What follows belongs to an exercise in optimizing a design on an open flow for small area and a short achievable clock period; a production flow would make more cautious choices.
The RTL was checked by simulation tests, not by an equivalence proof against the original design.
Power and IR drop assume default switching activity.

$ cat flow/config.mk
export PLATFORM = sky130hd
export DESIGN_NAME = xfold_engine
export DESIGN_NICKNAME = xfold_engine
export VERILOG_FILES = /design/flow/design.v
export SDC_FILE = /design/flow/constraint.sdc
export NUM_CORES = 4
export LEC_CHECK = 0
export CAP_MARGIN = 20
export CORE_MARGIN = 2
export CORE_UTILIZATION = 40
export SLEW_MARGIN = 20
$ cat flow/constraint.sdc
create_clock -name core_clock -period 10.0 [get_ports {clk}]
set_input_delay 2.0000 -clock core_clock [delete_from_list [all_inputs] [get_ports {clk}]]
set_output_delay 2.0000 -clock core_clock [all_outputs]
set_load 0.01 [all_outputs]
$ cat flow/design.v
module xfold_engine (
    input             clk,
    input             rst,
    input             cmd_valid,
    input      [31:0] cmd,
    input             sink_ready,
    output            resp_valid,
    output            resp_ill,
    output     [31:0] resp,
    output            txo_valid,
    output     [7:0]  txo_data,
    output            txo_final
);
    localparam [7:0] STX = 8'h02, ETX = 8'h03, ACK = 8'h06, NAK = 8'h15;
    localparam [2:0] RX_WAIT_STX = 3'd0, RX_WAIT_LEN = 3'd1, RX_READ_DATA = 3'd2,
                     RX_CHECK_CHK = 3'd3, RX_WAIT_ETX = 3'd4, RX_DONE = 3'd5,
                     RX_ERROR = 3'd6;
    localparam [2:0] TX_IDLE = 3'd0, TX_SEND_STX = 3'd1, TX_SEND_LEN = 3'd2,
                     TX_SEND_DATA = 3'd3, TX_SEND_CHK = 3'd4, TX_SEND_ETX = 3'd5,
                     TX_DONE = 3'd6, TX_ERROR = 3'd7;
    localparam [2:0] ARQ_IDLE = 3'd0, ARQ_SENDING = 3'd1, ARQ_WAIT_ACK = 3'd2,
                     ARQ_ACKED = 3'd3, ARQ_EXHAUSTED = 3'd4, ARQ_OVERFLOW = 3'd5;
    reg [7:0]   chk_acc;
    reg         ill;
    reg [2:0]   rx_state;
    reg [1:0]   rx_err;
    reg [7:0]   rx_len;
    reg [6:0]   rx_count;
    reg [7:0]   rx_chk;
    reg [7:0]   rx_buf [0:63];
    reg [2:0]   tx_state;
    reg [6:0]   tx_len;
    reg [6:0]   tx_cursor;
    reg [7:0]   tx_chk;
    reg [511:0] tx_pf;
    reg [7:0]   tx_nbyte;
    reg [7:0]   tx_pcur;
    reg [2:0]   arq_state;
    reg [1:0]   arq_attempts;
    wire [3:0]  op  = cmd[31:28];
    wire [8:0]  a   = cmd[16:8];
    wire [7:0]  d   = cmd[7:0];
    wire rsv_z = (cmd[27:17] == 11'd0);
    wire a_z   = (a == 9'd0);
    wire d_z   = (d == 8'd0);
    wire arq_busy   = (arq_state == ARQ_SENDING) || (arq_state == ARQ_WAIT_ACK);
    wire arq_send_s = (arq_state == ARQ_SENDING);
    wire arq_wait_s = (arq_state == ARQ_WAIT_ACK);
    wire tx_sending = (tx_state != TX_IDLE) && (tx_state != TX_DONE) && (tx_state != TX_ERROR);
    wire a_big      = a[8] | a[7] | (a[6] & (a[5:0] != 6'd0));    
    reg ok;    
    always @* begin
        case (op)
            4'h0, 4'h4, 4'hC, 4'hE: ok = a_z && d_z;
            4'h1, 4'h2, 4'h3, 4'hB: ok = a_z;
            4'h5:                   ok = d_z;
            4'h6:                   ok = !arq_busy && !tx_sending && (a[8:6] == 3'd0);
            4'h7, 4'hA:             ok = d_z && !arq_busy;
            4'h8, 4'h9:             ok = a_z && d_z && !arq_busy;
            4'hD:                   ok = a_z && (d[7:3] == 5'd0);
            default:                ok = 1'b0;
        endcase
        ok = ok && rsv_z;
    end
    wire go   = cmd_valid && ok;
    wire go_seed  = go && op == 4'h1;
    wire go_fold  = go && op == 4'h2;
    wire go_feed  = go && op == 4'h3;
    wire go_rxrst = go && op == 4'h4;
    wire go_rxrd  = go && op == 4'h5;
    wire go_load  = go && op == 4'h6;
    wire go_begin = go && op == 4'h7;
    wire go_next  = go && op == 4'h8;
    wire go_txrst = go && op == 4'h9;
    wire go_send  = go && op == 4'hA;
    wire go_ack   = go && op == 4'hB;
    wire go_abort = go && op == 4'hC;
    wire go_read  = go && op == 4'hD;
    wire go_clr   = go && op == 4'hE;
    wire [7:0] pf [0:63];
    genvar g;
    generate
        for (g = 0; g < 64; g = g + 1) begin : g_pf
            assign pf[g] = tx_pf[8*g +: 8];
        end
    endgenerate
    wire [7:0] pf_below = a[6] ? pf[63] : (a[5:0] == 6'd0) ? 8'h00 : pf[a[5:0] - 6'd1];
    wire       is_data = (tx_state == TX_SEND_DATA);
    wire [5:0] rd2_idx = tx_sending ? (is_data ? tx_cursor[5:0] + 6'd1 : 6'd0) : a[5:0];
    wire [7:0] pf_rd2  = pf[rd2_idx];
    wire [7:0] begin_chk = STX ^ a[7:0] ^ pf_below;
    wire [7:0] load_delta = pf_rd2 ^ pf_below ^ d;
    reg [2:0] n_rx_state;
    reg [1:0] n_rx_err;
    reg [7:0] n_rx_len, n_rx_chk;
    reg [6:0] n_rx_count;
    reg       rx_we;
    always @* begin
        n_rx_state = rx_state; n_rx_err = rx_err; n_rx_len = rx_len;
        n_rx_count = rx_count; n_rx_chk = rx_chk; rx_we = 1'b0;
        if (go_feed) begin
            case (rx_state)
                RX_WAIT_STX: if (d == STX) begin
                    n_rx_chk = STX; n_rx_len = 8'h00; n_rx_count = 7'h00;
                    n_rx_state = RX_WAIT_LEN;
                end
                RX_WAIT_LEN: begin
                    n_rx_len = d;
                    n_rx_chk = rx_chk ^ d;
                    if (d > 8'd64) begin
                        n_rx_state = RX_ERROR; n_rx_err = 2'd1;
                    end else if (d == 8'h00)
                        n_rx_state = RX_CHECK_CHK;
                    else
                        n_rx_state = RX_READ_DATA;
                end
                RX_READ_DATA: begin
                    rx_we      = 1'b1;
                    n_rx_chk   = rx_chk ^ d;
                    n_rx_count = rx_count + 7'd1;
                    if ({1'b0, n_rx_count} == rx_len) n_rx_state = RX_CHECK_CHK;
                end
                RX_CHECK_CHK: begin
                    if (d == rx_chk) n_rx_state = RX_WAIT_ETX;
                    else begin n_rx_state = RX_ERROR; n_rx_err = 2'd2; end
                end
                RX_WAIT_ETX: begin
                    if (d == ETX) n_rx_state = RX_DONE;
                    else begin n_rx_state = RX_ERROR; n_rx_err = 2'd3; end
                end
                default: ;
            endcase
        end
        if (go_rxrst) begin
            n_rx_state = RX_WAIT_STX; n_rx_err = 2'd0; n_rx_len = 8'h00;
            n_rx_count = 7'h00; n_rx_chk = 8'h00;
        end
    end
    function [31:0] rxstat;
        input [2:0] st; input [1:0] er; input [7:0] ln; input [6:0] cnt; input [7:0] ck;
        begin
            rxstat = {ck, 1'b0, cnt, ln, 1'b0, st, er,
                      (st == RX_DONE) ? 2'd1 : (st == RX_ERROR) ? 2'd2 : 2'd0};
        end
    endfunction
    function [1:0] tx_status;
        input [2:0] st;
        begin
            case (st)
                TX_IDLE:  tx_status = 2'd0;
                TX_DONE:  tx_status = 2'd2;
                TX_ERROR: tx_status = 2'd3;
                default:  tx_status = 2'd1;
            endcase
        end
    endfunction
    function [31:0] txstat;
        input [2:0] st; input [6:0] ln, cur; input [7:0] ck;
        begin
            txstat = {ck, 1'b0, cur, 1'b0, ln, 1'b0, st, 1'b0, (st == TX_ERROR), tx_status(st)};
        end
    endfunction
    reg [7:0] cur_byte;
    always @* begin
        case (tx_state)
            TX_SEND_STX:  cur_byte = STX;
            TX_SEND_LEN:  cur_byte = {1'b0, tx_len};
            TX_SEND_DATA: cur_byte = tx_nbyte;
            TX_SEND_CHK:  cur_byte = tx_chk;
            TX_SEND_ETX:  cur_byte = ETX;
            default:      cur_byte = 8'h00;
        endcase
    end
    wire ack_ack  = go_ack && arq_wait_s && (d == ACK);
    wire ack_nak  = go_ack && arq_wait_s && (d == NAK);
    wire nak_retry = ack_nak && (arq_attempts != 2'd2);
    wire nak_exh   = ack_nak && (arq_attempts == 2'd2);
    wire send_ok   = go_send && !a_big;
    wire restart   = send_ok || nak_retry;
    wire cont      = arq_send_s && !go_abort;
    wire tick      = sink_ready && (restart || cont);
    wire step_cur  = (go_next || (cont && sink_ready)) && tx_sending;
    wire       last_data = (tx_cursor + 7'd1 == tx_len);
    reg  [2:0] stepped;
    always @* begin
        case (tx_state)
            TX_SEND_STX:  stepped = TX_SEND_LEN;
            TX_SEND_LEN:  stepped = (tx_len == 7'd0) ? TX_SEND_CHK : TX_SEND_DATA;
            TX_SEND_DATA: stepped = last_data ? TX_SEND_CHK : TX_SEND_DATA;
            TX_SEND_CHK:  stepped = TX_SEND_ETX;
            TX_SEND_ETX:  stepped = TX_DONE;
            default:      stepped = tx_state;
        endcase
    end
    reg [2:0] n_tx_state;
    reg [6:0] n_tx_len, n_tx_cursor;
    reg [7:0] n_tx_chk, n_tx_nbyte, n_tx_pcur;
    reg [2:0] n_arq_state;
    reg [1:0] n_arq_attempts;
    always @* begin
        n_tx_state = tx_state; n_tx_len = tx_len; n_tx_cursor = tx_cursor;
        n_tx_chk = tx_chk; n_tx_nbyte = tx_nbyte; n_tx_pcur = tx_pcur;
        n_arq_state = arq_state; n_arq_attempts = arq_attempts;
        if (go_begin || go_send) begin
            n_tx_cursor = 7'd0;
            if (a_big) begin
                n_tx_state = TX_ERROR; n_tx_len = 7'd0; n_tx_chk = 8'h00;
            end else begin
                n_tx_state = TX_SEND_STX; n_tx_len = a[6:0]; n_tx_chk = begin_chk;
            end
        end
        if (go_txrst || (go_abort && arq_busy)) begin
            n_tx_state = TX_IDLE; n_tx_len = 7'd0; n_tx_cursor = 7'd0; n_tx_chk = 8'h00;
        end
        if (go_send) begin
            n_arq_attempts = 2'd0;
            n_arq_state = a_big ? ARQ_OVERFLOW : ARQ_SENDING;
        end
        if (ack_ack) n_arq_state = ARQ_ACKED;
        if (ack_nak) begin
            n_arq_attempts = arq_attempts + 2'd1;
            if (nak_retry) begin
                n_tx_state = TX_SEND_STX; n_tx_cursor = 7'd0; n_arq_state = ARQ_SENDING;
            end else
                n_arq_state = ARQ_EXHAUSTED;
        end
        if (go_abort) begin
            n_arq_state = ARQ_IDLE; n_arq_attempts = 2'd0;
        end
        if (restart && sink_ready) n_tx_state = TX_SEND_LEN;
        if (step_cur) begin
            n_tx_state = stepped;
            case (tx_state)
                TX_SEND_LEN: begin
                    n_tx_nbyte = pf_rd2;
                    n_tx_pcur  = pf_rd2;
                end
                TX_SEND_DATA: begin
                    n_tx_cursor = tx_cursor + 7'd1;
                    n_tx_nbyte = pf_rd2 ^ tx_pcur;
                    n_tx_pcur  = pf_rd2;
                end
                TX_SEND_ETX: if (cont) n_arq_state = ARQ_WAIT_ACK;
                default: ;
            endcase
        end
    end
    wire live = !rst && cmd_valid;
    wire emit_cur = !rst && step_cur;
    wire emit_stx = !rst && restart && sink_ready;
    assign txo_valid = emit_cur || emit_stx;
    assign txo_data  = ({8{emit_cur}} & cur_byte) | ({8{emit_stx}} & STX);
    assign txo_final = emit_cur && (tx_state == TX_SEND_ETX);
    assign resp_valid = live;
    assign resp_ill   = live && !ok;
    wire [31:0] txstat_cur  = txstat(tx_state, tx_len, tx_cursor, tx_chk);
    wire [31:0] rxstat_cur  = rxstat(rx_state, rx_err, rx_len, rx_count, rx_chk);
    wire [31:0] arqstat_cur = {22'h0, arq_attempts, 5'b0, arq_state};
    wire [31:0] begin_word = a_big ? {24'h0, 1'b0, TX_ERROR, 2'd1, 2'd3}
                                   : {begin_chk, 8'h00, 1'b0, a[6:0], 1'b0, TX_SEND_STX, 2'd0, 2'd1};
    wire [31:0] next_word = {18'h0, 1'b0, (tx_state == TX_ERROR), tx_status(stepped),
                             tx_sending && (tx_state == TX_SEND_ETX), tx_sending,
                             tx_sending ? cur_byte : 8'h00};
    reg [2:0] ack_st;
    always @* begin
        if (!arq_wait_s)     ack_st = arq_state;
        else if (d == ACK)   ack_st = ARQ_ACKED;
        else if (d == NAK)   ack_st = (arq_attempts == 2'd2) ? ARQ_EXHAUSTED : ARQ_SENDING;
        else                 ack_st = ARQ_WAIT_ACK;
    end
    wire [1:0]  ack_att  = (arq_wait_s && d == NAK) ? arq_attempts + 2'd1 : arq_attempts;
    wire [31:0] arq_word = op[0] ? {22'h0, ack_att, 5'b0, ack_st}
                                 : {29'h0, a_big ? ARQ_OVERFLOW : ARQ_SENDING};
    wire rx_hit = (rx_state == RX_DONE) && (a < {1'b0, rx_len});
    reg [31:0] read_word;
    always @* begin
        case (d[2:0])
            3'd0: read_word = {30'h0, arq_busy, ill};
            3'd1: read_word = rxstat_cur;
            3'd2: read_word = txstat_cur;
            3'd3: read_word = arqstat_cur;
            3'd4: read_word = {24'h0, chk_acc};
            3'd5: read_word = {NAK, ACK, ETX, STX};
            3'd6: read_word = 32'h00000340;
            default: read_word = 32'h0;
        endcase
    end
    wire [7:0] chk_word = go_seed ? d : (chk_acc ^ d);
    reg [31:0] r;
    always @* begin
        r = 32'h0;
        case (op)
            4'h1, 4'h2: r = {24'h0, chk_word};
            4'h3:       r = rxstat(n_rx_state, n_rx_err, n_rx_len, n_rx_count, n_rx_chk);
            4'h5:       r = rx_hit ? {24'h0, rx_buf[a[5:0]]} : 32'h0;
            4'h6:       r = txstat_cur;
            4'h7:       r = begin_word;
            4'h8:       r = next_word;
            4'hA, 4'hB: r = arq_word;
            4'hD:       r = read_word;
            default:    r = 32'h0;
        endcase
    end
    assign resp = (live && ok) ? r : 32'h0;
    always @(posedge clk) begin
        if (rst) begin
            chk_acc      <= 8'h00;
            ill          <= 1'b0;
            rx_state     <= RX_WAIT_STX;
            rx_err       <= 2'd0;
            rx_len       <= 8'h00;
            rx_count     <= 7'h00;
            rx_chk       <= 8'h00;
            tx_state     <= TX_IDLE;
            tx_len       <= 7'd0;
            tx_cursor    <= 7'd0;
            tx_chk       <= 8'h00;
            arq_state    <= ARQ_IDLE;
            arq_attempts <= 2'd0;
        end else begin
            if (go_seed || go_fold) chk_acc <= chk_word;
            if (cmd_valid && !ok) ill <= 1'b1;
            else if (go_clr)      ill <= 1'b0;
            rx_state     <= n_rx_state;
            rx_err       <= n_rx_err;
            rx_len       <= n_rx_len;
            rx_count     <= n_rx_count;
            rx_chk       <= n_rx_chk;
            tx_state     <= n_tx_state;
            tx_len       <= n_tx_len;
            tx_cursor    <= n_tx_cursor;
            tx_chk       <= n_tx_chk;
            arq_state    <= n_arq_state;
            arq_attempts <= n_arq_attempts;
        end
    end
    always @(posedge clk) begin
        tx_nbyte <= n_tx_nbyte;
        tx_pcur  <= n_tx_pcur;
    end
    always @(posedge clk)
        if (!rst && rx_we) rx_buf[rx_count[5:0]] <= d;
    wire [7:0] load_x = (go_load && !rst) ? load_delta : 8'h00;
    generate
        for (g = 0; g < 64; g = g + 1) begin : g_load
            wire upd = (a[5:0] <= g);
            always @(posedge clk)
                tx_pf[8*g +: 8] <= tx_pf[8*g +: 8] ^ (load_x & {8{upd}});
        end
    endgenerate
endmodule
$ cat flow/run.sh
#!/bin/bash
# synth_recipe.tcl (not shown) runs the flow's synth.tcl, then flattens the netlist and writes it again
# the make line also repeats each setting of config.mk as NAME=value (left out here)
make -C /OpenROAD-flow-scripts/flow DESIGN_CONFIG=/design/flow/config.mk WORK_HOME=/design/flow/orfs CLKGATE_MAP_FILE= SYNTH_SCRIPT=/design/flow/synth_recipe.tcl finish
==> flow_metrics.tcl, run 1 <==
set metrics [dict create \
    status "timing/DRC/antenna clean" \
    netlist.area_leader.share_pct 29.8 \
    pin_count 80 \
    ant_nets 0 \
    irDropWorstVdd_mv 0.197 \
    routedWlPerCell_um 46.6 \
    cts_setup_buffers 0 \
    cts_resized 0 \
    syn_to_final_growth_pct 15.7 \
    grt_setup_unrepaired "no" \
    pre_cts_ws_ps 1050 \
    fin_nets 4996 \
    leakage_uw 0.0232 \
    cts_buffer_depth 3 \
    core_um2 132000 \
    period_share_pct 95.2 \
    total_power_uw 10200 \
    clock_skew_ps 109 \
    cp.arrival_ps 7520 \
    clkLatencyLatePin_ps 820 \
    grt_usage_pct 46.6 \
    cts-buffers-inserted 118 \
    cp_data_required_time_ps 8000 \
    ys_types 111 \
    clkSinkCount 1107 \
    drt_iter0_drc 7901 \
    finalNonFillerCells 6841 \
    cts_tree "yes" \
    p_per_area_nw_per_um2 165 \
    netlist_area_um2 53100 \
    antenna_found_initial 52 \
    synth_top_area_cell "edfxtp_1" \
    synth.area.top_cells "edfxtp_1, dfxtp_1, xor2_1, mux4_2, nor2_1" \
    hold_class "register to register" \
    drv_cap 0 \
    yosys.cell_count.top_type "nor2_1" \
    gp_congestion 1.14 \
    die_y_um 368 \
    setup_tns_ps 0 \
    ys_async_sr_fraction_pct 0 \
    grt_pass1_wl_um 419000 \
    maxSlewViolCount 0 \
    drive_gt1_share_pct 16.1 \
    grt_max_degree 85 \
    cp-end-kind "output pin" \
    setup_viol 0 \
    vias_per_cell 6.86 \
    synthTopCellsByCount "nor2_1, dfxtp_1, edfxtp_1, xor2_1, nand2_1" \
    h-tree-depth 3 \
    placed_cells 6577 \
    ys_warn_count 1 \
    n_fill_cell 12092 \
    die_area_um2 136000 \
    overflow 0 \
    port-buffer-count 78 \
    vias 46954 \
    slew-limit-headroom_pct 9.81 \
    die_x_um 368 \
    fin_crit_ps 9520 \
    ys_seq_area_share_pct 51.7 \
    whs_ps 474 \
    drc 0 \
    setup_ws_ps 482 \
    syn_inst 4802 \
    clkTransAtPathRegs_ps 60 \
    cts-root-buf "clkbuf_16" \
    initial_core_util_pct 40.4 \
    max_freq_mhz 105 \
    avgSynthCellArea_um2 11.1 \
    cp-start-kind "input port" \
    critical_path_class "input port to output pin" \
    ys.flop_type "dfxtp_1" \
    synth_edf_count 528 \
    grt_pass1_vias 43433 \
    synth_seq_cells 1107 \
    wl_um 319000 \
    hpwl_um 231000 \
    first_pass_iters 16 \
    worst_pin_slew_ps 1350 \
    crit_fanout 20 \
    hold_violations 0 \
    cts_hold_buf 0 \
    fp-row-count 133 \
]
## cell usage in the layout (no fill, tap or decap), drive strengths merged, types with 13 or more instances in the layout
master and instances:
diode 38, a222oi 29, a21oi 185, o211ai 14
a32o 17, dfxtp 579, a221oi 44, o22ai 35
nand2b 36, clkdlybuf4s50 64, a22oi 287, xor2 436
edfxtp 528, nand2 312, mux2 18, xnor2 139
clkinv 50, nor2b 26, nor3 98, buf 276
nand4 90, clkbuf 150, nor4 22, nand3b 13
and3b 30, a22o 37, a2111oi 30, and3 69
and2 25, a31oi 35, nand3 124, mux4 168
inv 46, a211oi 15, o21ai 139, a32oi 18
or2 18, nor2 602, ha 14, mux2i 37
## report_power, final
part | internal [uW] | leakage, uW | switching [uW]
Sequential | 4740 | 0.00941 | 0.408
Combinational | 198 | 0.0118 | 594
Clock | 2590 | 0.00196 | 2030
Total | 7530 | 0.0232 | 2630
## layer usage
layer	GRT usage [%]	vias to the layer above	wire (um)
met3	16.4	1466	31800
met2	69.4	3645	138000
li1	-	18254	-
met1	53.0	23557	113000
met5	0	-	228
met4	40.7	32	36300
## layout make-up
type / instances / area (um^2) / area share, %
antenna: 38 / 95.1 / 0.155
clock buffer: 149 / 3180 / 5.17
inverter: 41 / 154 / 0.250
tap: 1755 / 2200 / 3.57
sequential: 1107 / 27400 / 44.6
clock inverter: 73 / 885 / 1.44
multi-input combinational: 3337 / 24600 / 39.9
timing repair buffer: 341 / 2990 / 4.85
## worst max-delay path, stage by stage
cell and delay (ps):
buf_2 440, buf_4 420, nand4bb_1 280, nor2_1 170, buf_4 290, a22oi_1 1040, nand3_1 430, nor4_1 340
nand3_1 190, a22oi_1 370, xor2_1 200, nor2_1 90, a221oi_1 560, nor2_1 130, clkdlybuf4s50_1 520
## flip-flops by register name (all words and copies together), names as in the netlist, 7 cells and up
register and cells:
rx_chk 8, tx_pf 512, tx_chk 8, tx_pcur 8, tx_nbyte 8, rx_count 7, tx_cursor 7, tx_len 7
rx_buf 512, chk_acc 8, rx_len 8
## cell families (layout without fill, tap and decap cells)
kind of cell	after synthesis	in the layout	share of synthesized area, %
AO/OA/AOI/OAI	1001	1001	13.4
XOR/XNOR	575	575	9.60
adder cells (fa/ha/maj)	14	14	0.330
buffers and inverters	358	604	3.03
flip-flops	1107	1107	51.7
multiplexers	223	223	8.21
other	1	39	0.00706
AND/OR/NAND/NOR	1523	1523	13.8
## per-stage QoR
step	util, %	instance area (um^2)
after floorplan	-	53100
after global placement	43.4	57200
after detailed placement	43.5	57200
after CTS	46.5	61300
after global routing	46.7	61400
final	46.7	61500
## final timing paths
path / from / cells past startpoint / end / slack (ps)
max reg2reg: tx_cursor[0] / 16 / tx_pf[195] / 2250
min: tx_pf[0] / 1 / tx_pf[0] / 470
min reg2reg: tx_pf[0] / 1 / tx_pf[0] / 470
max: cmd[13] / 15 / resp[28] / 480
==> run 2, diff against run 1 <==
--- a/flow/design.v
+++ b/flow/design.v
@@ -29,3 +29,3 @@
     reg [7:0]   rx_chk;
-    reg [7:0]   rx_buf [0:63];
+    reg [511:0] rx_buf;
     reg [2:0]   tx_state;
@@ -79,13 +79,14 @@
     wire go_clr   = go && op == 4'hE;
-    wire [7:0] pf [0:63];
     genvar g;
-    generate
-        for (g = 0; g < 64; g = g + 1) begin : g_pf
-            assign pf[g] = tx_pf[8*g +: 8];
-        end
-    endgenerate
-    wire [7:0] pf_below = a[6] ? pf[63] : (a[5:0] == 6'd0) ? 8'h00 : pf[a[5:0] - 6'd1];
+    wire [63:0] a_oh;
+    xf_dec64 u_adec (.s(a[5:0]), .oh(a_oh));
+    wire [7:0] pfb_rd;
+    xf_aomux u_pfb (.in({tx_pf[503:0], 8'h00}), .oh(a_oh), .out(pfb_rd));
+    wire [7:0] pf_below = a[6] ? tx_pf[511:504] : pfb_rd;
     wire       is_data = (tx_state == TX_SEND_DATA);
     wire [5:0] rd2_idx = tx_sending ? (is_data ? tx_cursor[5:0] + 6'd1 : 6'd0) : a[5:0];
-    wire [7:0] pf_rd2  = pf[rd2_idx];
+    wire [7:0] pf_rd2;
+    wire [63:0] rd2_oh;
+    xf_dec64 u_rd2dec (.s(rd2_idx), .oh(rd2_oh));
+    xf_aomux u_pf2 (.in(tx_pf), .oh(rd2_oh), .out(pf_rd2));
     wire [7:0] begin_chk = STX ^ a[7:0] ^ pf_below;
@@ -273,2 +274,4 @@
                                  : {29'h0, a_big ? ARQ_OVERFLOW : ARQ_SENDING};
+    wire [7:0] rx_rd;
+    xf_aomux u_rxrd (.in(rx_buf), .oh(a_oh), .out(rx_rd));
     wire rx_hit = (rx_state == RX_DONE) && (a < {1'b0, rx_len});
@@ -294,3 +297,3 @@
             4'h3:       r = rxstat(n_rx_state, n_rx_err, n_rx_len, n_rx_count, n_rx_chk);
-            4'h5:       r = rx_hit ? {24'h0, rx_buf[a[5:0]]} : 32'h0;
+            4'h5:       r = rx_hit ? {24'h0, rx_rd} : 32'h0;
             4'h6:       r = txstat_cur;
@@ -340,4 +343,8 @@
     end
-    always @(posedge clk)
-        if (!rst && rx_we) rx_buf[rx_count[5:0]] <= d;
+    generate
+        for (g = 0; g < 64; g = g + 1) begin : g_rxw
+            always @(posedge clk)
+                if (!rst && rx_we && rx_count[5:0] == g) rx_buf[8*g +: 8] <= d;
+        end
+    endgenerate
     wire [7:0] load_x = (go_load && !rst) ? load_delta : 8'h00;
@@ -351 +358,26 @@
 endmodule
+module xf_dec64 (
+    input  [5:0]  s,
+    output [63:0] oh
+);
+    genvar k;
+    generate
+        for (k = 0; k < 64; k = k + 1) begin : g_k
+            assign oh[k] = (s == k);
+        end
+    endgenerate
+endmodule
+module xf_aomux (
+    input  [511:0] in,
+    input  [63:0]  oh,
+    output [7:0]   out
+);
+    reg [7:0] o;
+    integer k;
+    always @* begin
+        o = 8'h00;
+        for (k = 0; k < 64; k = k + 1)
+            o = o | (in[8*k +: 8] & {8{oh[k]}});
+    end
+    assign out = o;
+endmodule
--- a/flow/config.mk
+++ b/flow/config.mk
@@ -10,2 +10,4 @@
 export CORE_UTILIZATION = 40
+export SETUP_SLACK_MARGIN = 4
 export SLEW_MARGIN = 20
+export SYNTH_HIERARCHICAL = 1
==> flow_metrics.tcl, run 2 <==
set metrics [dict create \
    synthTopCellsByCount "nand2_1, dfxtp_1, xnor2_1, edfxtp_1, a22o_1" \
    clkSinkCount 1107 \
    irDropWorstVdd_mv 0.154 \
    routedWlPerCell_um 38.4 \
    initial_core_util_pct 40.2 \
    netlist.area_leader.share_pct 31.5 \
    vias_per_cell 6.36 \
    grt_pass1_wl_um 339000 \
    grt_setup_unrepaired "yes" \
    final_core_util_pct 49.6 \
    cp-start-kind "input port" \
    grt_pass1_vias 38736 \
    hpwl_um 190000 \
    grt_max_degree 70 \
    antenna_found_initial 15 \
    cp_top_family "simple AND/OR/NAND/NOR gates" \
    max_freq_mhz 137 \
    ys_seq_area_share_pct 54.6 \
    cp.arrival_ps 5290 \
    critPathBufInv 4 \
    period_share_pct 72.9 \
    ant_nets 0 \
    clkLatencyLatePin_ps 790 \
    regArea_um2 27400 \
    drv_cap 0 \
    cts_buffer_depth 3 \
    setup_tns_ps 0 \
    pin_count 80 \
    syn_inst 4605 \
    port-buffer-count 78 \
    maxSlewViolCount 0 \
    hold_violations 0 \
    gp_congestion 1.05 \
    ys_types 87 \
    h-tree-depth 3 \
    max_stage_delay_ps 680 \
    leakage_uw 0.0203 \
    crit_fanout 8 \
    drive_gt1_share_pct 21.8 \
    cp_data_required_time_ps 8000 \
    synth_seq_cells 1107 \
    cp-end-kind "output pin" \
    hold_class "register to register" \
    synth.area.top_cells "edfxtp_1, dfxtp_1, xnor2_1, a22o_1, a221oi_1" \
    cts_hold_buf 0 \
    synth_edf_count 528 \
    p_per_area_nw_per_um2 155 \
    drc 0 \
    wl_um 253000 \
    die_area_um2 129000 \
    met1_usage_pct 51.0 \
    die_x_um 359 \
    fin_nets 4885 \
    cts_tree "yes" \
    met2_usage_pct 58.6 \
    cts-root-buf "clkbuf_16" \
    ys_async_sr_fraction_pct 0 \
    die_y_um 359 \
    overflow 0 \
    layout_commonest_cell "dfxtp_1" \
    first_pass_iters 5 \
    fin_crit_ps 7290 \
    layout_common_cells "dfxtp_1, nand2_1, edfxtp_1, xnor2_1, a22o_1" \
    clock_skew_ps 51.4 \
    multi_input_area_um2 24100 \
    vias 41886 \
    clkTransAtPathRegs_ps 70 \
    grt-busiest-layer "met2" \
    n_fill_cell 11082 \
    avgSynthCellArea_um2 10.9 \
    ys_warn_count 8 \
    worst_pin_slew_ps 1160 \
    syn_to_final_growth_pct 23.6 \
    critical_path_class "input port to output pin" \
    core_um2 125000 \
    status "timing/DRC/antenna clean" \
    drt_iter0_drc 5771 \
    ys.flop_type "dfxtp_1" \
    path_cells "buf_16 > buf_4 > or4b_4 > nor2_4 > a22o_1 > a221oi_2 > buf_4 > nand4_1 > or4_4 > mux2i_4 > xnor2_2 > a221oi_2 > a31oi_2 > buf_2" \
    netlist_area_um2 50300 \
    yosys.cell_count.top_type "nand2_1" \
    setup_viol 0 \
    slowest_stage "or4_4" \
    grt_usage_pct 38.6 \
    slew-limit-headroom_pct 22.3 \
    grt_use_met3_pct 7.57 \
    cts-buffers-inserted 117 \
    synth_top_area_cell "edfxtp_1" \
    fp-row-count 130 \
]
[run 2: final cells by class]
type | count | area share [%]
antenna | 6 | 0.0242
clock inverter | 53 | 1.10
inverter | 25 | 0.151
clock buffer | 164 | 5.20
tap | 1650 | 3.32
timing repair buffer | 470 | 7.22
multi-input combinational | 3115 | 38.8
sequential | 1107 | 44.2
[run 2: final timing paths]
path / startpoint / end / slack, ps / cells after the start
min reg2reg: tx_chk[7] / tx_chk[7] / 480 / 2
max: cmd[11] / resp[28] / 2710 / 14
min: tx_chk[7] / tx_chk[7] / 480 / 2
max reg2reg: tx_state[1] / tx_pf[127] / 4040 / 16
[run 2: worst reg2reg max path: cells and delay by family (launching register included)]
| kind | cells | cell delay, ps |
|---|---|---|
| buffers and inverters | 2 | 540 |
| AND/OR/NAND/NOR | 8 | 2720 |
| flip-flops | 1 | 720 |
| AO/OA/AOI/OAI | 3 | 1350 |
| XOR/XNOR | 3 | 520 |
[run 2: Yosys stat by module, one instance, submodules excluded]
module	cells	cell area [um^2]	copies in the design
xf_dec64	95	465	2
xf_aomux	360	2870	3
xfold_engine	3335	40700	1
[run 2: logic make-up after synthesis]
logic type | after synthesis | synth area share (%)
buf+inv | 394 | 3.83
mux | 19 | 0.386
flops | 1107 | 54.6
xor+xnor | 572 | 9.99
other cells | 1 | 0.00746
simple gates | 1377 | 13.0
compound gates | 1121 | 17.9
fa+ha+maj | 14 | 0.343
[run 2: metal layers]
metal / vias to the layer above / routed length (um)
met2: 2410 / 110000
met3: 605 / 21200
met5: - / 65
li1: 17697 / -
met1: 21164 / 102000
met4: 10 / 19400
[run 2: metrics by stage]
step	total power [uW]	setup slack (ps)	std cells	instance area, um^2	hold WS, ps
after floorplan	5000	3620	4613	51400	442
after global placement	5200	984	6164	53700	454
after detailed placement	5200	1050	6164	53700	465
after CTS	9670	2720	6536	61100	476
after global routing	9880	2690	6584	62200	496
final	9660	2710	6590	62200	479
[run 2: power by group]
part | internal, uW | switching [uW] | total, uW
logic | 123 | 319 | 442
clock network | 2530 | 1950 | 4480
registers | 4740 | 0.383 | 4740
[run 2: what timing repair did]
| item | 4_1_cts | 5_1_grt |
|---|---|---|
| setup endpoints to repair | 567 | 536 |
| setup buffers | 143 | 47 |
| gates resized for setup | 627 | 144 |
| pin swaps | 118 | 104 |
| gates cloned | 12 | 1 |
==> run 3, diff against run 2 <==
--- a/flow/design.v
+++ b/flow/design.v
@@ -84,3 +84,4 @@
     xf_aomux u_pfb (.in({tx_pf[503:0], 8'h00}), .oh(a_oh), .out(pfb_rd));
-    wire [7:0] pf_below = a[6] ? tx_pf[511:504] : pfb_rd;
+    wire [7:0] pf_below = pfb_rd | (tx_pf[511:504] & {8{a[6]}});   
+    wire [7:0] begin_x  = STX ^ a[7:0] ^ (tx_pf[511:504] & {8{a[6]}});
     wire       is_data = (tx_state == TX_SEND_DATA);
@@ -91,3 +92,3 @@
     xf_aomux u_pf2 (.in(tx_pf), .oh(rd2_oh), .out(pf_rd2));
-    wire [7:0] begin_chk = STX ^ a[7:0] ^ pf_below;
+    wire [7:0] begin_chk = pfb_rd ^ begin_x;
     wire [7:0] load_delta = pf_rd2 ^ pf_below ^ d;
@@ -260,3 +261,3 @@
     wire [31:0] begin_word = a_big ? {24'h0, 1'b0, TX_ERROR, 2'd1, 2'd3}
-                                   : {begin_chk, 8'h00, 1'b0, a[6:0], 1'b0, TX_SEND_STX, 2'd0, 2'd1};
+                                   : {8'h00, 8'h00, 1'b0, a[6:0], 1'b0, TX_SEND_STX, 2'd0, 2'd1};
     wire [31:0] next_word = {18'h0, 1'b0, (tx_state == TX_ERROR), tx_status(stepped),
@@ -297,3 +298,3 @@
             4'h3:       r = rxstat(n_rx_state, n_rx_err, n_rx_len, n_rx_count, n_rx_chk);
-            4'h5:       r = rx_hit ? {24'h0, rx_rd} : 32'h0;
+            4'h5:       r = 32'h0;
             4'h6:       r = txstat_cur;
@@ -306,3 +307,9 @@
     end
-    assign resp = (live && ok) ? r : 32'h0;
+    wire [31:0] resp_e = (live && ok) ? r : 32'h0;
+    wire s_rx = live && ok && (op == 4'h5) && rx_hit;
+    wire s_bg = live && ok && (op == 4'h7) && !a_big;
+    wire [7:0] resp_lo, resp_hi;
+    xf_late u_late (.e_lo(resp_e[7:0]), .e_hi(resp_e[31:24]), .s_rx(s_rx), .s_bg(s_bg),
+                    .rx_rd(rx_rd), .pfb_rd(pfb_rd), .bx(begin_x), .lo(resp_lo), .hi(resp_hi));
+    assign resp = {resp_hi, resp_e[23:8], resp_lo};
     always @(posedge clk) begin
@@ -358,2 +365,16 @@
 endmodule
+module xf_late (
+    input  [7:0] e_lo,
+    input  [7:0] e_hi,
+    input        s_rx,
+    input        s_bg,
+    input  [7:0] rx_rd,
+    input  [7:0] pfb_rd,
+    input  [7:0] bx,
+    output [7:0] lo,
+    output [7:0] hi
+);
+    assign lo = e_lo | (rx_rd & {8{s_rx}});
+    assign hi = e_hi | ((pfb_rd ^ bx) & {8{s_bg}});
+endmodule
 module xf_dec64 (
==> flow_metrics.tcl, run 3 <==
set metrics [dict create \
    clkTransAtPathRegs_ps 60 \
    layout_common_cells "dfxtp_1, edfxtp_1, nor2_1, a22o_1, buf_4" \
    worst_pin_slew_ps 1370 \
    gp_congestion 1.13 \
    fin_nets 5012 \
    slew-limit-headroom_pct 8.39 \
    avgSynthCellArea_um2 10.9 \
    cp_data_required_time_ps 8000 \
    grt_setup_unrepaired "yes" \
    core_um2 126000 \
    ys_async_sr_fraction_pct 0 \
    vias_per_cell 6.66 \
    clock_skew_ps 35.0 \
    max_stage_delay_ps 680 \
    synth_edf_count 528 \
    ys_seq_area_share_pct 54.2 \
    setup_tns_ps 0 \
    ys_warn_count 8 \
    hpwl_um 191000 \
    cts_hold_buf 0 \
    pre_cts_ws_ps 385 \
    drv_cap 0 \
    hold_depth 2 \
    cp-start-kind "input port" \
    p_per_area_nw_per_um2 154 \
    min_from "tx_chk[2]" \
    dr_wl_met2_um 112000 \
    fin_crit_ps 6920 \
    routedWlPerCell_um 40.0 \
    fp-row-count 130 \
    layout_commonest_cell "dfxtp_1" \
    cts_buffer_depth 3 \
    cp_top_family "simple AND/OR/NAND/NOR gates" \
    port-buffer-count 78 \
    path_cells "buf_16 > buf_12 > buf_4 > nand4bb_4 > nor2_4 > buf_6 > a22o_1 > a221oi_4 > nand4_1 > or4_4 > xor2_2 > a21o_1 > buf_6" \
    grt_pass1_wl_um 358000 \
    n_fill_cell 10996 \
    total_power_uw 9800 \
    hold_class "register to register" \
    placed_cell_area_um2 53000 \
    rr_startpoint "tx_state[1]" \
    cts_tree "yes" \
    drive_gt1_share_pct 24.2 \
    max_freq_mhz 145 \
    hold_end "tx_chk[2]" \
    irDropWorstVdd_mv 0.180 \
    netlist.area_leader.share_pct 31.3 \
    critPathBufInv 5 \
    grt_usage_pct 39.9 \
    cp-end-kind "output pin" \
    vias 44751 \
    rr_worst_depth 41 \
    wl_um 269000 \
    clkLatencyLatePin_ps 790 \
    antenna_found_initial 11 \
    leakage_uw 0.0238 \
    cts-buffers-inserted 120 \
    ys_types 94 \
    synthTopCellsByCount "nor2_1, dfxtp_1, edfxtp_1, a221oi_1, a22o_1" \
    h-tree-depth 3 \
    drc 0 \
    grt_pass1_vias 41213 \
    ant_nets 0 \
    setup_ws_ps 3080 \
    status "timing/DRC/antenna clean" \
    synth_top_area_cell "edfxtp_1" \
    initial_core_util_pct 40.3 \
    crit_fanout 8 \
    reg2reg_to "rx_err[1]" \
    synth_seq_cells 1107 \
    drt_iter0_drc 7165 \
    routed.top_layer "met5" \
    overflow 0 \
    pin_count 80 \
    maxSlewViolCount 0 \
    cp_common_cell "buf_6" \
    hold_violations 0 \
    syn_to_final_growth_pct 25.6 \
    netlist_area_um2 50700 \
    cp-startpoint "cmd[10]" \
    setup_viol 0 \
    reg2reg_slack_ps 3790 \
    clkSinkCount 1107 \
    design_area_um2 63600 \
    period_share_pct 69.2 \
    cp.arrival_ps 4920 \
    yosys.cell_count.top_type "nor2_1" \
    die_y_um 360 \
    slowest_stage "or4_4" \
    critical_path_class "input port to output pin" \
    die_area_um2 130000 \
    die_x_um 360 \
    cts-root-buf "clkbuf_16" \
    first_pass_iters 9 \
    drt-met1-wl_um 103000 \
    ys.flop_type "dfxtp_1" \
    synth.area.top_cells "edfxtp_1, dfxtp_1, a221oi_1, a22o_1, xor2_1" \
    grt_max_degree 70 \
    syn_inst 4654 \
    route.met3.wl_um 30900 \
]
-- run 3: layer usage --
layer / vias to the layer above / global-route usage (%)
li1: 18026 / -
met1: 22463 / 52.4
met2: 3359 / 58.0
met3: 895 / 10.3
met4: 8 / 26.4
met5: - / 0
-- run 3: area by class of cell --
cell class / instances / area [um^2] / share of cell area, %
inverter: 32 / 136 / 0.214
sequential: 1107 / 27400 / 43.1
tap: 1650 / 2060 / 3.24
clock inverter: 66 / 706 / 1.11
antenna: 5 / 12.5 / 0.0197
clock buffer: 157 / 3280 / 5.16
multi-input combinational: 3149 / 24500 / 38.6
timing repair buffer: 553 / 5440 / 8.55
-- run 3: per-stage QoR --
step / util [%] / hold WS (ps) / cells
2_1_floorplan: - / 442 / 4662
3_3_place_gp: 42.2 / 457 / 6172
3_5_place_dp: 42.2 / 468 / 6172
4_1_cts: 49.5 / 478 / 6638
5_1_grt: 50.7 / 503 / 6715
6_report: 50.7 / 477 / 6719
-- run 3: where the power goes --
part	internal [uW]	total (uW)	switching (uW)
sequential	4740	4740	0.137
combinational	149	497	348
clock	2580	4560	1990
total	7470	9800	2340
-- run 3: timing repair --
action,CTS,global route
setup endpoints to repair,1059,477
pin swaps,201,103
buffers inserted,228,70
gates cloned,15,5
gates resized for setup,816,165
-- run 3: modules after synthesis, one instance, submodules excluded --
module,copies in the design,flip-flops and latches,cells
xfold_engine,1,1107,3358
xf_aomux,3,0,360
xf_late,1,0,26
xf_dec64,2,0,95
-- run 3: worst max-delay path by stage --
stage,end,slack (ps),cells after the start
finish,resp[28],3080,13
global route,resp[2],3120,19
CTS,resp[31],3210,13
detailed placement,resp[28],380,11
global placement,resp[31],390,11
floorplan,resp[24],3840,10
-- run 3: worst reg2reg max path: cells and delay by family (launching register included) --
kind | cells | cell delay [ps]
simple gates | 3 | 500
compound gates | 4 | 930
flops | 1 | 290
buf+inv | 34 | 4400
-- run 3: logic make-up (layout without fill, tap and decap cells) --
group	Yosys count	in the layout	share of synthesized area [%]
simple gates	1350	1357	12.4
compound gates	1160	1160	18.5
flops	1107	1107	54.2
xor+xnor	593	593	10.3
buf+inv	413	808	4.04
mux	16	16	0.321
fa+ha+maj	14	14	0.341
other cells	1	14	0.00740
==> run 4, diff against run 3 <==
--- a/flow/config.mk
+++ b/flow/config.mk
@@ -9,3 +9,3 @@
 export CORE_MARGIN = 2
-export CORE_UTILIZATION = 40
+export CORE_UTILIZATION = 55
 export SETUP_SLACK_MARGIN = 4
==> flow_metrics.tcl, run 4 <==
set metrics [dict create \
    reg2reg_slack_ps 3860 \
    cp_top_family "simple AND/OR/NAND/NOR gates" \
    cp-start-kind "input port" \
    setup_viol 0 \
    met2_usage_pct 72.2 \
    cp.arrival_ps 5040 \
    total_power_uw 9620 \
    first_pass_iters 13 \
    critPathBufInv 6 \
    grt_pass1_vias 41154 \
    status "timing/DRC/antenna clean" \
    drive_gt1_share_pct 22.6 \
    hold_class "register to register" \
    drv_cap 0 \
    irDropWorstVdd_mv 0.227 \
    clkLatencyLatePin_ps 780 \
    worst_pin_slew_ps 1300 \
    h-tree-depth 3 \
    fp-row-count 111 \
    slowest_stage "or4_4" \
    synth_top_area_cell "edfxtp_1" \
    layout_commonest_cell "dfxtp_1" \
    min_from "tx_pf[433]" \
    grt_pass1_wl_um 338000 \
    met1_usage_pct 66.1 \
    clkTransAtPathRegs_ps 60 \
    netlist_area_um2 50700 \
    grt_setup_unrepaired "yes" \
    yosys.area_share.adder_pct 0.341 \
    crit_fanout 16 \
    max_freq_mhz 142 \
    ys_types 94 \
    routedWlPerCell_um 41.2 \
    ys_seq_area_share_pct 54.2 \
    syn_to_final_growth_pct 23.1 \
    hold_depth 1 \
    synth_compound_area_share_pct 18.5 \
    cts_buffer_depth 3 \
    cts-root-buf "clkbuf_16" \
    cts-buffers-inserted 112 \
    cp_common_cell "buf_4" \
    synth_edf_count 528 \
    reg2reg_to "tx_pf[393]" \
    ys.flop_type "dfxtp_1" \
    path_cells "buf_8 > buf_12 > nand2b_4 > buf_4 > buf_4 > nor2_1 > buf_4 > a221oi_2 > nand4_1 > or4_4 > xor2_1 > a21o_1 > buf_2" \
    pin_count 80 \
    hold_violations 0 \
    gp_congestion 1.20 \
    fin_crit_ps 7040 \
    slew-limit-headroom_pct 13.6 \
    cts_tree "yes" \
    vias 46020 \
    syn_inst 4654 \
    die_y_um 307 \
    maxSlewViolCount 0 \
    grt_max_degree 45 \
    vias_per_cell 7.45 \
    overflow 0 \
    cp_data_required_time_ps 8000 \
    netlist.area_leader.share_pct 31.3 \
    max_stage_delay_ps 690 \
    grt_use_met3_pct 21.1 \
    drc 0 \
    avgSynthCellArea_um2 10.9 \
    synthTopCellsByCount "nor2_1, dfxtp_1, edfxtp_1, a221oi_1, a22o_1" \
    synth_seq_cells 1107 \
    drt_iter0_drc 8595 \
    initial_core_util_pct 55.3 \
    synth.area.top_cells "edfxtp_1, dfxtp_1, a221oi_1, a22o_1, xor2_1" \
    rr_startpoint "tx_cursor[2]" \
    synthSimpleGateAreaFrac_pct 12.4 \
    p_per_area_nw_per_um2 154 \
    antenna_found_initial 23 \
    cp-end-kind "output pin" \
    setup_tns_ps 0 \
    hpwl_um 175000 \
    layout_common_cells "dfxtp_1, edfxtp_1, nor2_1, a22o_1, xor2_1" \
    grt_usage_pct 51.7 \
    ant_nets 0 \
    critical_path_class "input port to output pin" \
    period_share_pct 70.4 \
    die_x_um 307 \
    ys_async_sr_fraction_pct 0 \
    wl_um 254000 \
    grt-busiest-layer "met2" \
    synth_xor_area_share_pct 10.3 \
    leakage_uw 0.0233 \
    clkSinkCount 1107 \
    ys_warn_count 8 \
    core_um2 91500 \
    synth_top_family_by_area "compound AO/OA/AOI/OAI gates" \
    synthMuxAreaShare_pct 0.321 \
    fin_nets 4933 \
    hold_end "tx_pf[433]" \
    port-buffer-count 78 \
    die_area_um2 94500 \
    rr_worst_depth 19 \
    yosys.cell_count.top_type "nor2_1" \
    clock_skew_ps 56.5 \
    final_core_util_pct 68.1 \
]
run 4: what timing repair did:
item	CTS	global route
setup buffers	164	83
gates cloned	16	5
hold buffers	0	0
endpoints found under the setup margin	778	538
resized for setup	796	154
pin swaps	155	104
run 4: worst max-delay path by stage:
| stage | from | endpoint | slack, ps | cells after the start |
|---|---|---|---|---|
| 2_1_floorplan | cmd[5] | resp[24] | 3840 | 10 |
| 6_report | cmd[8] | resp[29] | 2960 | 13 |
| 3_3_place_gp | cmd[8] | resp[27] | 1430 | 11 |
| 5_1_grt | cmd[8] | resp[29] | 3030 | 13 |
| 4_1_cts | cmd[8] | resp[29] | 3210 | 13 |
| 3_5_place_dp | cmd[8] | resp[28] | 1370 | 11 |
run 4: final cells by class:
class | count | area, um^2
fillers | 6393 | 29200
flip-flops and latches | 1107 | 27500
multi-input cells | 3148 | 24700
repair buffers | 483 | 4760
clock buffers | 153 | 3140
well taps | 1186 | 1480
clock inverters | 55 | 651
inverters | 32 | 124
diodes | 17 | 42.5
run 4: per-stage QoR:
| step | instance area, um^2 | worst slack [ps] | instances | hold WS, ps |
|---|---|---|---|---|
| 6_report | 62400 | 2960 | 6181 | 489 |
| 5_1_grt | 62300 | 3030 | 6164 | 493 |
| 4_1_cts | 60700 | 3210 | 6075 | 484 |
| 3_5_place_dp | 52300 | 1370 | 5687 | 473 |
| 3_3_place_gp | 52200 | 1430 | 5685 | 468 |
| 2_1_floorplan | 50900 | 3840 | 4662 | 442 |
run 4: logic make-up (layout without fill, tap and decap cells):
logic type,count (synthesis),count (layout)
other,1,26
buffers and inverters,413,723
flip-flops,1107,1107
AND/OR/NAND/NOR,1350,1355
multiplexers,16,16
XOR/XNOR,593,593
AO/OA/AOI/OAI,1160,1161
adder cells (fa/ha/maj),14,14
run 4: report_power, final:
| part | internal, uW | total, uW | switching, uW | leakage, uW |
|---|---|---|---|---|
| clock network | 2470 | 4390 | 1920 | 0.00184 |
| logic | 139 | 490 | 351 | 0.0120 |
| registers | 4740 | 4740 | 0.173 | 0.00941 |
| total | 7340 | 9620 | 2280 | 0.0233 |
run 4: layer usage:
metal	part of all wire (%)	wire, um	vias up
li1	-	-	17891
met1	35	89300	22192
met2	39	99800	4592
met3	16	41000	1317
met4	9.5	24100	28
met5	0.14	345	-
run 4: Yosys stat by module (local to each module, per instance):
module	cell area, um^2	cells	copies in the design
xf_late	200	26	1
xf_aomux	2870	360	3
xf_dec64	465	95	2
xfold_engine	40900	3358	1
==> run 5, diff against run 4 <==
--- a/flow/config.mk
+++ b/flow/config.mk
@@ -9,3 +9,3 @@
 export CORE_MARGIN = 2
-export CORE_UTILIZATION = 55
+export CORE_UTILIZATION = 40
 export SETUP_SLACK_MARGIN = 4
@@ -13 +13,2 @@
 export SYNTH_HIERARCHICAL = 1
+export TNS_END_PERCENT = 0
==> flow_metrics.tcl, run 5 <==
set metrics [dict create \
    status "timing/DRC/antenna clean" \
    switching_power_uw 2330 \
    die_area_um2 130000 \
    grt_pass1_wl_um 354000 \
    netlist.area_leader.share_pct 31.3 \
    syn_to_final_growth_pct 21.2 \
    cts_buffer_depth 3 \
    port-buffer-count 78 \
    fin_nets 4890 \
    finalNonFillerCells 6598 \
    reg2reg_to "tx_pf[351]" \
    final_core_util_pct 48.9 \
    gp_congestion 1.09 \
    rr_startpoint "tx_cursor[0]" \
    ys.flop_type "dfxtp_1" \
    synth_xor_area_share_pct 10.3 \
    netSwitchingFraction_pct 23.9 \
    synth_top_family_by_area "compound AO/OA/AOI/OAI gates" \
    grt_pass1_vias 40354 \
    drc 0 \
    setup_tns_ps 0 \
    synth_compound_area_share_pct 18.5 \
    synth_seq_cells 1107 \
    slew-limit-headroom_pct 17.3 \
    setup_viol 0 \
    first_pass_iters 7 \
    pwr-share-seq_pct 48.7 \
    reg2reg_slack_ps 3010 \
    fp-row-count 130 \
    cp.arrival_ps 7720 \
    yosys.cell_count.top_type "nor2_1" \
    internal_power_uw 7400 \
    clock_skew_ps 72.3 \
    synth_top_area_cell "edfxtp_1" \
    ys_seq_area_share_pct 54.2 \
    cts_hold_buf 0 \
    netlist_area_um2 50700 \
    fin_crit_ps 7080 \
    regArea_um2 27400 \
    vias_per_cell 6.54 \
    max_freq_mhz 141 \
    overflow 0 \
    wl_um 263000 \
    clkLatencyLatePin_ps 820 \
    hold_violations 0 \
    ys_types 94 \
    whs_ps 486 \
    layout_commonest_cell "dfxtp_1" \
    synth.area.top_cells "edfxtp_1, dfxtp_1, a221oi_1, a22o_1, xor2_1" \
    maxSlewViolCount 0 \
    grt_setup_unrepaired "yes" \
    clockPowerShare_pct 46.7 \
    clkTransAtPathRegs_ps 60 \
    cp-end-kind "register" \
    pin_count 80 \
    n_fill_cell 11325 \
    ys_warn_count 8 \
    leakage_uw 0.0229 \
    synth_edf_count 528 \
    avgSynthCellArea_um2 10.9 \
    critical_path_class "input port to register" \
    vias 43177 \
    ys_async_sr_fraction_pct 0 \
    irDropWorstVdd_mv 0.169 \
    core_um2 126000 \
    drv_cap 0 \
    yosys.area_share.adder_pct 0.341 \
    cts_tree "yes" \
    synthTopCellsByCount "nor2_1, dfxtp_1, edfxtp_1, a221oi_1, a22o_1" \
    cp-start-kind "input port" \
    cts-root-buf "clkbuf_16" \
    routedWlPerCell_um 39.9 \
    ant_nets 0 \
    clkSinkCount 1107 \
    p_per_area_nw_per_um2 159 \
    die_y_um 360 \
    grt_max_degree 71 \
    min_from "tx_chk[4]" \
    placed_cells 6200 \
    synthSimpleGateAreaFrac_pct 12.4 \
    die_x_um 360 \
    drt_iter0_drc 6890 \
    h-tree-depth 3 \
    layout_common_cells "dfxtp_1, nor2_1, edfxtp_1, a22o_1, xor2_1" \
    rr_worst_depth 16 \
    synthMuxAreaShare_pct 0.321 \
    period_share_pct 70.8 \
    worst_pin_slew_ps 1230 \
    cp_data_required_time_ps 10640 \
    multi_input_area_um2 23800 \
    comb_power_share_pct 4.6 \
    grt_usage_pct 39.6 \
    drive_gt1_share_pct 19.6 \
    crit_fanout 24 \
    hold_depth 2 \
    antenna_found_initial 9 \
    hold_class "register to register" \
    cts-buffers-inserted 119 \
    syn_inst 4654 \
    hpwl_um 197000 \
    initial_core_util_pct 40.3 \
    hold_end "tx_chk[4]" \
]
==> run 5: cell counts after synthesis <==
No cell type changed its count.
==> run 5: routing by layer <==
metal / part of all wire (%) / global-route usage [%]
met2: 42 / 57.7
met1: 40 / 53.4
met5: 0.033 / 0
met3: 10 / 8.71
met4: 8.2 / 25.0
==> run 5: per-stage QoR <==
| step | power [uW] | setup WS [ps] | area (um^2) |
|---|---|---|---|
| 6_report | 9730 | 2920 | 61400 |
| 5_1_grt | 9930 | 3090 | 61400 |
| 4_1_cts | 9730 | 3140 | 60800 |
| 3_5_place_dp | 5200 | 1250 | 53200 |
| 3_3_place_gp | 5200 | 1200 | 53200 |
| 2_1_floorplan | 4990 | 3840 | 50800 |
==> run 5: worst max-delay path: stages <==
cell and delay, ps:
buf_16 120, buf_12 120, buf_4 160, a22oi_1 100
o21ai_1 160, buf_4 270, or4b_1 610, nor2_1 330
a22o_1 290, a221oi_1 820, nand4_1 470, or4_1 830
xnor2_1 210, xnor2_1 250, or2_2 200, buf_4 410
nor2_1 100, xor2_1 170
==> run 5: per-module statistics from Yosys, one instance, submodules excluded <==
module | cells | area (um^2)
xfold_engine | 3358 | 40900
xf_aomux | 360 | 2870
xf_dec64 | 95 | 465
xf_late | 26 | 200
==> run 5: cells by family after synthesis <==
kind of cell	after synthesis
adders and majority gates	14
buffers and inverters	413
and+or+nand+nor	1350
other	1
AOI/OAI and AO/OA	1160
xor gates and xnor gates	593
DFF	1107
muxes	16
==> run 5: final cells by class <==
class                      instances  area share (%)
antenna                            3          0.0122
clock buffer                     156            5.32
clock inverter                    69            1.20
inverter                          32           0.202
multi-input combinational       3146            38.8
sequential                      1107            44.7
tap                             1650            3.36
timing repair buffer             435            6.38
==> run 5: worst max-delay path by stage <==
stage | from | end | slack, ps
floorplan | cmd[5] | resp[24] | 3840
detailed placement | cmd[9] | resp[25] | 1250
finish | cmd[10] | tx_pf[351] | 2920
CTS | cmd[8] | resp[24] | 3140
global route | cmd[17] | resp[0] | 3090
global placement | cmd[9] | resp[25] | 1200
==> run 5: power groups by stage <==
stage	sequential, uW	combinational, uW	clock [uW]
final	4740	448	4540
after global placement	4840	362	0
after CTS	4740	422	4570
after detailed placement	4840	361	0
after global routing	4740	449	4740
after floorplan	4840	157	0
==> run 5: what timing repair did <==
action                                  CTS  global route
endpoints found under the hold margin     0             0
resized for setup                       529            79
pin swaps                               107            40
endpoints found under the setup margin  902           554
gates cloned                             11             0
setup buffers                           127            26

==> port drivers added, routing unchanged <==
No port has a modelled driver above. Below, the same layouts with a new extraction and two added sets of constraints. Step 1 (the two cells are an assumption about what drives the block):
set clk [get_ports {clk}]
set_driving_cell -lib_cell sky130_fd_sc_hd__clkbuf_16 $clk
set_driving_cell -lib_cell sky130_fd_sc_hd__buf_2 [delete_from_list [all_inputs] $clk]
Step 2 also shifts input and output timing later by t, the mid clock arrival at the registers, as if the neighbouring blocks saw the same clock. a / b / c = ideal / step 1 / step 2; a / b = the first two.
run	shift t [ns]	setup WS [ns]	worst setup path at the end	latest minus earliest clock arrival (ns)	worst data-port slew with drivers (ns)
run 1	0.861	0.482 / 0.457 / 0.457	input to output	0.136 / 0.136	0.11
run 2	0.839	2.707 / 2.521 / 2.521	input to output	0.052 / 0.052	0.31
run 3	0.847	3.083 / 2.816 / 2.039	input to register	0.037 / 0.037	0.32
run 4	0.843	2.962 / 2.674 / 2.674	input to output	0.068 / 0.069	0.44
run 5	0.857	2.917 / 2.803 / 1.946	input to register	0.073 / 0.073	0.19
After both steps setup and hold are still met in every run listed. The setup slack of run 3, which loses most, moves by -0.267 ns with the drivers and by -1.044 ns with both steps.
